From an optimization exercise on the open Yosys and OpenROAD flow, aimed at small area, a short achievable clock period and few clock cycles per item; shortcuts taken in it are not production practice.
No activity file was given, so power comes from the tool's default toggle rates.

sierra:
==> flow/design.v <==
module agon_crypto (
    input  wire       clk,
    input  wire       rst,               
    input  wire       req,               
    input  wire       we,                
    input  wire       peek,              
    input  wire [7:0] addr,              
    input  wire [7:0] wdata,             
    input  wire       op_allowed,        
    input  wire       write_protected,   
    output wire       busy,              
    output reg  [7:0] rdata              
);
    localparam [5:0] LAST_IDX  = 6'h03;
    localparam [5:0] BLOCK_IDX = 6'h04;
    localparam [5:0] STATE_IDX = 6'h18;
    function [31:0] rotr;
        input [31:0] x;
        input integer k;
        begin
            rotr = (x >> k) | (x << (32 - k));
        end
    endfunction
    function [31:0] big_s0;
        input [31:0] x;
        begin
            big_s0 = rotr(x, 2) ^ rotr(x, 13) ^ rotr(x, 22);
        end
    endfunction
    function [31:0] big_s1;
        input [31:0] x;
        begin
            big_s1 = rotr(x, 6) ^ rotr(x, 11) ^ rotr(x, 25);
        end
    endfunction
    function [31:0] small_s0;
        input [31:0] x;
        begin
            small_s0 = rotr(x, 7) ^ rotr(x, 18) ^ (x >> 3);
        end
    endfunction
    function [31:0] small_s1;
        input [31:0] x;
        begin
            small_s1 = rotr(x, 17) ^ rotr(x, 19) ^ (x >> 10);
        end
    endfunction
    function [31:0] iv;
        input [2:0] j;
        begin
            case (j)
                3'd0: iv = 32'h6a09e667; 3'd1: iv = 32'hbb67ae85;
                3'd2: iv = 32'h3c6ef372; 3'd3: iv = 32'ha54ff53a;
                3'd4: iv = 32'h510e527f; 3'd5: iv = 32'h9b05688c;
                3'd6: iv = 32'h1f83d9ab; default: iv = 32'h5be0cd19;
            endcase
        end
    endfunction
    localparam [2047:0] K_TABLE = {
        32'hc67178f2, 32'hbef9a3f7, 32'ha4506ceb, 32'h90befffa,
        32'h8cc70208, 32'h84c87814, 32'h78a5636f, 32'h748f82ee,
        32'h682e6ff3, 32'h5b9cca4f, 32'h4ed8aa4a, 32'h391c0cb3,
        32'h34b0bcb5, 32'h2748774c, 32'h1e376c08, 32'h19a4c116,
        32'h106aa070, 32'hf40e3585, 32'hd6990624, 32'hd192e819,
        32'hc76c51a3, 32'hc24b8b70, 32'ha81a664b, 32'ha2bfe8a1,
        32'h92722c85, 32'h81c2c92e, 32'h766a0abb, 32'h650a7354,
        32'h53380d13, 32'h4d2c6dfc, 32'h2e1b2138, 32'h27b70a85,
        32'h14292967, 32'h06ca6351, 32'hd5a79147, 32'hc6e00bf3,
        32'hbf597fc7, 32'hb00327c8, 32'ha831c66d, 32'h983e5152,
        32'h76f988da, 32'h5cb0a9dc, 32'h4a7484aa, 32'h2de92c6f,
        32'h240ca1cc, 32'h0fc19dc6, 32'hefbe4786, 32'he49b69c1,
        32'hc19bf174, 32'h9bdc06a7, 32'h80deb1fe, 32'h72be5d74,
        32'h550c7dc3, 32'h243185be, 32'h12835b01, 32'hd807aa98,
        32'hab1c5ed5, 32'h923f82a4, 32'h59f111f1, 32'h3956c25b,
        32'he9b5dba5, 32'hb5c0fbcf, 32'h71374491, 32'h428a2f98
    };
    localparam [2047:0] K_NEXT2 = {K_TABLE[63:0], K_TABLE[2047:64]};
    reg [31:0] H [0:7];      
    reg [31:0] B [0:15];     
    reg [5:0]  last;         
    reg        pend;         
    reg        p_zero, p_init, p_comp;
    reg        running;      
    reg [6:0]  t;            
    reg [31:0] va, vb, vc, vd, ve, vf, vg;
    reg [31:0] W [0:15];     
    reg [31:0] us, uc;       
    reg [31:0] kreg;         
    wire go     = ~running & p_comp & ~p_init & ~p_zero;
    wire start  = pend & go;
    reg         pw_v;
    reg  [3:0]  pw_word;
    reg  [1:0]  pw_lane;
    reg  [7:0]  pw_dat;
    wire rd_hold = pend | running | pw_v;
    wire wr_hold = pend & ~go;
    wire        stream = running & (t <= 7'd13);     
    wire        stuck  = pw_v & stream & ({3'b000, pw_word} > t + 7'd2);
    reg         rb, wb;
    assign busy = we ? wb : rb;
    wire       accept   = req & ~busy;
    wire [5:0] idx      = addr[7:2];
    wire [1:0] lane     = addr[1:0];
    wire       wr_acc   = accept & we;
    wire       wr_do    = wr_acc & (peek | ~write_protected);
    wire [5:0] rd_idx   = (~peek & ~op_allowed) ? last : idx;
    wire       ctrl_wr  = wr_do & (addr == 8'h00);
    wire       op_zero  = wdata[4];
    wire       op_init  = ~wdata[4] & ((wdata & 8'h0e) == 8'h0a);
    wire       op_comp  = ~wdata[4] & ((wdata & 8'h0a) == 8'h0a);
    wire       ctrl_now = ctrl_wr & ~running & ~pend;
    wire       ctrl_q   = ctrl_wr & (running | pend);
    wire       exec_q   = pend & ~running;
    wire       blk_wr   = wr_do & (idx >= BLOCK_IDX) & (idx < BLOCK_IDX + 6'd16);
    wire [3:0] blk_word = idx[3:0] - BLOCK_IDX[3:0];
    reg [15:0] s_strm;       
    reg [15:0] bsel;         
    reg [7:0]  hsel;         
    reg [31:0] rd_word;
    reg [31:0] r_word;
    reg [3:0]  r_lsel;       
    integer    q;
    always @(*) begin
        for (q = 0; q < 16; q = q + 1)
            bsel[q] = stream ? s_strm[q] : (rd_idx == BLOCK_IDX + q);
        for (q = 0; q < 8; q = q + 1)
            hsel[q] = ~stream & ((rd_idx == STATE_IDX + q) | ((q == 7) && (rd_idx == LAST_IDX)));
        rd_word = 32'h0;
        for (q = 0; q < 16; q = q + 1)
            rd_word = rd_word | (B[q] & {32{bsel[q]}});
        for (q = 0; q < 8; q = q + 1)
            rd_word = rd_word | (H[q] & {32{hsel[q]}});
        rdata = (r_word[7:0]   & {8{r_lsel[0]}}) | (r_word[15:8]  & {8{r_lsel[1]}}) |
                (r_word[23:16] & {8{r_lsel[2]}}) | (r_word[31:24] & {8{r_lsel[3]}});
    end
    wire [31:0] maj    = (va & vb) ^ (va & vc) ^ (vb & vc);
    wire [31:0] a_new  = big_s0(va) + maj + us + uc;
    wire [31:0] e_new  = vd + us + uc;
    wire [31:0] e_d    = running ? e_new : H[4];
    wire [31:0] f_d    = running ? ve : H[5];
    wire [31:0] g_d    = running ? vf : H[6];
    wire [31:0] hkw_nx = (running ? vg : H[7]) + (running ? kreg : K_TABLE[31:0]) +
                         (running ? W[15] : B[0]);
    wire [31:0] u_x    = big_s1(e_d);
    wire [31:0] u_y    = (e_d & f_d) ^ (~e_d & g_d);
    wire [31:0] us_nx  = hkw_nx ^ u_x ^ u_y;
    wire [31:0] uc_nx  = {(hkw_nx[30:0] & u_x[30:0]) | (hkw_nx[30:0] & u_y[30:0]) |
                          (u_x[30:0] & u_y[30:0]), 1'b0};
    wire [31:0] wnew   = small_s1(W[14]) + W[9] + small_s0(W[1]) + W[0];
    wire [31:0] b_strm = rd_word;
    wire        fin    = running & (t >= 7'd61);
    wire [31:0] sum_a  = H[3] + va;
    wire [31:0] sum_e  = H[7] + ve;
    wire [7:0]  b_dat  = pw_dat & {8{~rst}};
    integer i, j, l;
    always @(posedge clk) begin
        if (~running)
            s_strm <= 16'h0004;
        else
            s_strm <= {s_strm[14:0], 1'b0};
        r_word <= rd_word;
        for (l = 0; l < 4; l = l + 1)
            r_lsel[l] <= (lane == l);
    end
    always @(posedge clk) begin
        pw_v    <= pw_v_n;
        pw_word <= pw_word_n;
        if (~stuck) begin
            pw_lane <= lane;
            pw_dat  <= wdata;
        end
        for (j = 0; j < 16; j = j + 1)
            for (l = 0; l < 4; l = l + 1)
                if (rst | (pw_v & ~stuck & (pw_word == j) & (pw_lane == l)))
                    B[j][8*l +: 8] <= b_dat;
    end
    always @(posedge clk) begin
        us <= us_nx;
        uc <= uc_nx;
        ve <= e_d;
        vf <= f_d;
        vg <= g_d;
        for (i = 0; i < 14; i = i + 1)
            W[i] <= W[i + 1];
        if (~running) begin
            va <= H[0]; vb <= H[1]; vc <= H[2]; vd <= H[3];
            W[14] <= B[0];
            W[15] <= B[1];
            kreg <= K_TABLE[63:32];
        end else begin
            vd <= vc;
            vc <= vb;
            vb <= va;
            va <= a_new;
            W[14] <= W[15];
            W[15] <= (t <= 7'd13) ? b_strm : wnew;
            kreg <= K_NEXT2[32*t[5:0] +: 32];
        end
        if (rst) begin
            for (i = 0; i < 8; i = i + 1)
                H[i] <= 32'h0;
            last    <= 6'h0;
        end else begin
            if (accept & ~peek & (we | op_allowed))
                last <= idx;
            if (fin) begin
                H[0] <= sum_a; H[1] <= H[0]; H[2] <= H[1]; H[3] <= H[2];
                H[4] <= sum_e; H[5] <= H[4]; H[6] <= H[5]; H[7] <= H[6];
            end else if ((ctrl_now & op_zero) | (exec_q & p_zero)) begin
                for (i = 0; i < 8; i = i + 1)
                    H[i] <= 32'h0;
            end else if ((ctrl_now & op_init) | (exec_q & p_init)) begin
                for (i = 0; i < 8; i = i + 1)
                    H[i] <= iv(i);
            end
        end
    end
    wire       pend_n   = ~rst & (ctrl_q | (ctrl_now ? op_comp : (exec_q ? p_init : pend)));
    wire       p_zero_n = ctrl_q ? op_zero : (~ctrl_now & p_zero);
    wire       p_init_n = ctrl_q ? op_init : (~ctrl_now & ~exec_q & p_init);
    wire       p_comp_n = ctrl_q ? op_comp : (ctrl_now | p_comp);
    wire       run_n    = ~rst & (start | (running & (t != 7'd64)));
    wire [6:0] t_n      = (rst | start) ? 7'd0 : (running ? t + 7'd1 : t);
    wire       pw_v_n   = ~rst & (stuck ? pw_v : blk_wr);
    wire [3:0] pw_word_n = stuck ? pw_word : blk_word;
    wire       go_n     = ~run_n & p_comp_n & ~p_init_n & ~p_zero_n;
    wire       stuck_n  = pw_v_n & run_n & (t_n <= 7'd13) & ({3'b000, pw_word_n} > t_n + 7'd2);
    always @(posedge clk) begin
        pend    <= pend_n;
        p_zero  <= p_zero_n;
        p_init  <= p_init_n;
        p_comp  <= p_comp_n;
        running <= run_n;
        t       <= t_n;
        rb      <= pend_n | run_n | pw_v_n;
        wb      <= (pend_n & ~go_n) | stuck_n;
    end
endmodule
Settings: LEC_CHECK=0, ABC_CLOCK_PERIOD_IN_PS=4000, CAP_MARGIN=20, CORE_MARGIN=2, CORE_UTILIZATION=40, PLACE_DENSITY=0.6, SETUP_SLACK_MARGIN=5, SLEW_MARGIN=20; clock period 10.0 ns.
standard.sh (not shown) runs the stock make flow with config.mk's settings and CLKGATE_MAP_FILE= SYNTH_SCRIPT=/design/flow/synth_recipe.tcl, a recipe that flattens the netlist after the stock synthesis.
==> flow/flow/run.sh <==
#!/bin/bash
# The standard layout (the standard.sh: standard synthesis, ORFS
# floorplan to finish at the design's clock and constraints), with two
# repair/CTS settings changed:
#  - clock tree synthesis inserts no dummy load cells.
# Each tool's output goes to ORFS's own logs; make's output to standard.log.
set -euo pipefail
bash standard.sh SETUP_SLACK_MARGIN=5.6 \
  "CTS_ARGS=-sink_clustering_enable -repair_clock_nets -dont_use_dummy_load" \
  finish > standard.log 2>&1
sierra ended with every stage complete and zero timing, DRC or antenna violations.
Inputs modified between sierra and maple:
--- a/flow/design.v
+++ b/flow/design.v
@@ -82,4 +82,6 @@
     reg        p_zero, p_init, p_comp;
     reg        running;      
+    reg        idle_e;       
+    reg        idle_k;       
     reg [6:0]  t;            
     reg [31:0] va, vb, vc, vd, ve, vf, vg;
@@ -137,9 +139,9 @@
     wire [31:0] a_new  = big_s0(va) + maj + us + uc;
     wire [31:0] e_new  = vd + us + uc;
-    wire [31:0] e_d    = running ? e_new : H[4];
-    wire [31:0] f_d    = running ? ve : H[5];
-    wire [31:0] g_d    = running ? vf : H[6];
-    wire [31:0] hkw_nx = (running ? vg : H[7]) + (running ? kreg : K_TABLE[31:0]) +
-                         (running ? W[15] : B[0]);
+    wire [31:0] e_d    = idle_e ? H[4] : e_new;
+    wire [31:0] f_d    = idle_e ? H[5] : ve;
+    wire [31:0] g_d    = idle_e ? H[6] : vf;
+    wire [31:0] hkw_nx = (idle_k ? H[7] : vg) + (idle_k ? K_TABLE[31:0] : kreg) +
+                         (idle_k ? B[0] : W[15]);
     wire [31:0] u_x    = big_s1(e_d);
     wire [31:0] u_y    = (e_d & f_d) ^ (~e_d & g_d);
@@ -147,5 +149,7 @@
     wire [31:0] uc_nx  = {(hkw_nx[30:0] & u_x[30:0]) | (hkw_nx[30:0] & u_y[30:0]) |
                           (u_x[30:0] & u_y[30:0]), 1'b0};
-    wire [31:0] wnew   = small_s1(W[14]) + W[9] + small_s0(W[1]) + W[0];
+    reg  [31:0] wq;
+    wire [31:0] wq_nx  = W[10] + small_s0(W[2]) + W[1];
+    wire [31:0] wnew   = small_s1(W[14]) + wq;
     wire [31:0] b_strm = rd_word;
     wire        fin    = running & (t >= 7'd61);
@@ -177,4 +181,5 @@
     always @(posedge clk) begin
         us <= us_nx;
+        wq <= wq_nx;
         uc <= uc_nx;
         ve <= e_d;
@@ -232,4 +237,6 @@
         p_comp  <= p_comp_n;
         running <= run_n;
+        idle_e  <= ~run_n | (t_n == 7'd64);
+        idle_k  <= ~run_n | (t_n >= 7'd63);
         t       <= t_n;
         rb      <= pend_n | run_n | pw_v_n;
Results
No stage failed in maple, and the final checks on the layout all came back clean. Compared to sierra, maple has total power 0.67% lower. maple: maximum fanout count along the critical path is 4 higher than what sierra reported. maple and sierra ended up with roughly the same synthesized-area fraction occupied by xor and xnor cells. Compared with sierra, maple shows a higher delay of the slowest cell on the worst path. Across both runs, area of the die was higher for maple than for sierra. Compared to sierra, maple shows a wider setup margin. Higher number of cells on the worst reg-to-reg path goes to sierra over maple. Post-synthesis cell area (higher): maple.
No functional check of the RTL was part of any run of this note.

static timing again, ports no longer ideal:
The results above use ideal ports. As a check the final layouts listed here were re-extracted and re-timed, cells and wires unchanged. Step 1 (the two cells are an assumption about what drives the block):
set clk [get_ports {clk}]
set_driving_cell -lib_cell sky130_fd_sc_hd__clkbuf_16 $clk
set_driving_cell -lib_cell sky130_fd_sc_hd__buf_2 [delete_from_list [all_inputs] $clk]
Step 2 adds t to the input delays and takes it off the output delays; t is the mean of the earliest and latest rising clock arrival at the registers after step 1. Input paths then give back, and output paths get back, about the clock's delay inside the block. Three values: ideal ports, drivers, drivers and shift; two values: the first two.
| run | t (ns) | slack for setup (ns) | cell pins on the clock port's net |
|---|---|---|---|
| sierra | 0.879 | 5.286 / 5.286 / 4.884 | 1 |
| maple | 0.877 | 5.318 / 5.318 / 4.656 | 1 |
After both steps every run listed still meets setup and hold. The setup slack of maple, which loses most, moves by 0.000 ns with the drivers and by -0.662 ns with both steps.
